This design comes from an exercise in tuning for small area, a short achievable clock period and few clock cycles on the open sky130 flow, not from production work. RTL that was checked went through simulation tests only; none was proved equivalent to the original. No activity file was given, so power comes from the tool's default toggle rates.

== alpha ==
// vrrp_codec
module vrrp_codec (
    input  wire        clk,
    input  wire        rst,
    input  wire        host_valid,
    input  wire        host_we,
    input  wire [4:0]  host_addr,
    input  wire [31:0] host_wdata,
    output reg  [31:0] host_rdata,
    output wire        busy,
    output reg         pb_en,
    output reg         pb_we,
    output reg  [3:0]  pb_be,
    output reg  [9:0]  pb_addr,
    output reg  [31:0] pb_wdata,
    input  wire [31:0] pb_rdata,
    output reg         at_en,
    output reg         at_we,
    output reg  [9:0]  at_addr,
    output wire [31:0] at_wdata,
    input  wire [31:0] at_rdata
);
clock: 10.0 ns
lec_check: 0
cap_margin: 20
core_margin: 2
core_utilization: 55
place_density: 0.7
setup_slack_margin: 4
slew_margin: 20
standard.sh (not shown) runs the stock make flow with config.mk's settings and CLKGATE_MAP_FILE= SYNTH_SCRIPT=/design/flow/synth_recipe.tcl, a recipe that flattens the netlist after the stock synthesis.
==> flow/flow/run.sh <==
#!/bin/bash
# The standard layout (standard.sh: the standard flow's own ORFS flow, unchanged
# synthesis) with two changes: the ports are buffered with the smallest
# plain buffer (buf_1) instead of the default delay-cell buffers, and the
# clock tree uses larger sink clusters and no dummy loads. ORFS writes each
# step's full log under orfs/logs/; make's own output goes to standard.log.
set -o pipefail
export BUFFER_PORTS_ARGS="-buffer_cell sky130_fd_sc_hd__buf_1"
export CTS_ARGS="-sink_clustering_enable -repair_clock_nets -sink_clustering_size 22 -sink_clustering_max_diameter 100 -dont_use_dummy_load"
bash standard.sh > standard.log 2>&1
The final layout from alpha, which completed every stage, passed the timing, design-rule and antenna checks at the end of the flow.
Testbench counts of alpha, summed over its fixed seeds: cycles 22,758.
## Diff of input files: beta against alpha
--- a/flow/design.v
+++ b/flow/design.v
@@ -102,36 +102,36 @@
     wire        part = dlast && (tail != 2'd0);
     wire [31:0] ck_word;
     assign ck_word[31:24] = (part && tail == 2'd1) ? 8'h00 : pb_rdata[31:24];
     assign ck_word[23:16] = (part && tail == 2'd1) ? pb_rdata[31:24] : pb_rdata[23:16];
     assign ck_word[15:8]  = part ? 8'h00 : pb_rdata[15:8];
     assign ck_word[7:0]   = part ? ((tail == 2'd3) ? pb_rdata[15:8] : 8'h00) : pb_rdata[7:0];
     wire [31:0] d_word  = (state == S_CK) ? (dv ? ck_word : 32'h0)
                                           : (pb_we ? pb_wdata : 32'h0);
     wire        ph_on   = (idx[10:4] == 7'd0 && idx[3:0] <= 4'd8);
-    wire [31:0] ph_word = ph_on ? host_rdata : 32'h0;
+    wire [31:0] ph_word = host_rdata;
     wire [15:0] x1 = d_word[31:16], x2 = d_word[15:0];
     wire [15:0] x3 = ph_word[31:16], x4 = ph_word[15:0];
     wire [15:0] s1 = acc_s ^ acc_c ^ x1;
     wire [15:0] c1 = (acc_s & acc_c) | (acc_s & x1) | (acc_c & x1);
     wire [15:0] s2 = x2 ^ x3 ^ x4;
     wire [15:0] c2 = (x2 & x3) | (x2 & x4) | (x3 & x4);
     wire [15:0] c1r = {c1[14:0], c1[15]};
     wire [15:0] c2r = {c2[14:0], c2[15]};
     wire [15:0] s3 = s1 ^ c1r ^ s2;
     wire [15:0] c3 = (s1 & c1r) | (s1 & s2) | (c1r & s2);
     wire [15:0] c3r = {c3[14:0], c3[15]};
     wire [15:0] s_next = s3 ^ c3r ^ c2r;
     wire [15:0] c4 = (s3 & c3r) | (s3 & c2r) | (c3r & c2r);
     wire [15:0] c_next = {c4[14:0], c4[15]};
     wire [16:0] fold1 = {1'b0, acc_s} + {1'b0, acc_c};
     wire [15:0] fold2 = fold1[15:0] + {15'b0, fold1[16]};
-    wire [4:0] rd_sel = busy ? {1'b1, idx[3:0]} : host_addr;
+    wire [4:0] rd_sel = !busy ? host_addr : ph_on ? {1'b1, idx[3:0]} : 5'd31;
     always @(*) begin
         case (rd_sel)
             5'd0:     host_rdata = r_cmd;
             5'd1:     host_rdata = {27'b0, r_ckok, 1'b0, r_err};
             5'd2:     host_rdata = {16'b0, r_result};
             A_IPVER:  host_rdata = {24'b0, r_ipver};
             A_PLEN:   host_rdata = {16'b0, r_plen};
             A_VER:    host_rdata = {28'b0, r_ver};
             A_TYPE:   host_rdata = {28'b0, r_type};
Findings:
Buffering overhead: beta vs alpha up 1.8 points
Comparing beta and alpha, the lower sequential share of layout area was measured on beta.
alpha → beta: worst hold margin level, power now sits higher, post-detailed-routing wire length went up, overall via count from detail_route has increased, largest net degree at the start of global routing has decreased.
beta: critical path depth is 2 higher than what alpha reported.
Overall track demand over capacity in global routing in beta is 0.33 points lower than in alpha
beta gives less setup slack than alpha did.
Run comparison: beta cell with the largest stage delay on the worst path a221oi_1; alpha cell with the largest stage delay on the worst path or3_4
Compared beta vs alpha, and power density relative to cell area is down in beta.
Of beta and alpha, alpha shows the lower number of buffers outside the clock class in the layout, with beta above it.
The RTL of beta was laid out without a check of its function.

## static timing again, ports no longer ideal
How much do the figures lean on ideal ports? The routed layouts below were timed once more, with nothing changed but the port constraints. Step 1: set_driving_cell puts a clkbuf_16 on clk and a buf_2 on each other input, an assumption about the parent block. Step 2 times the ports against the registers' clock, not the clock port: input delays grow and output delays shrink by t, the midpoint of the rising clock arrivals with the driver on. Three values: ideal ports, drivers, drivers and shift; two values: the first two.
| run | t, ns | setup slack, ns | worst setup path at the end | cell pins on the clock port's net |
|---|---|---|---|---|
| alpha | 0.632 | 3.946 / 3.868 / 3.448 | input to register | 1 |
| beta | 0.641 | 3.782 / 3.720 / 3.354 | input to register | 1 |
After both steps every run listed still meets setup and hold. The setup slack of alpha, which loses most, moves by -0.078 ns with the drivers and by -0.498 ns with both steps.
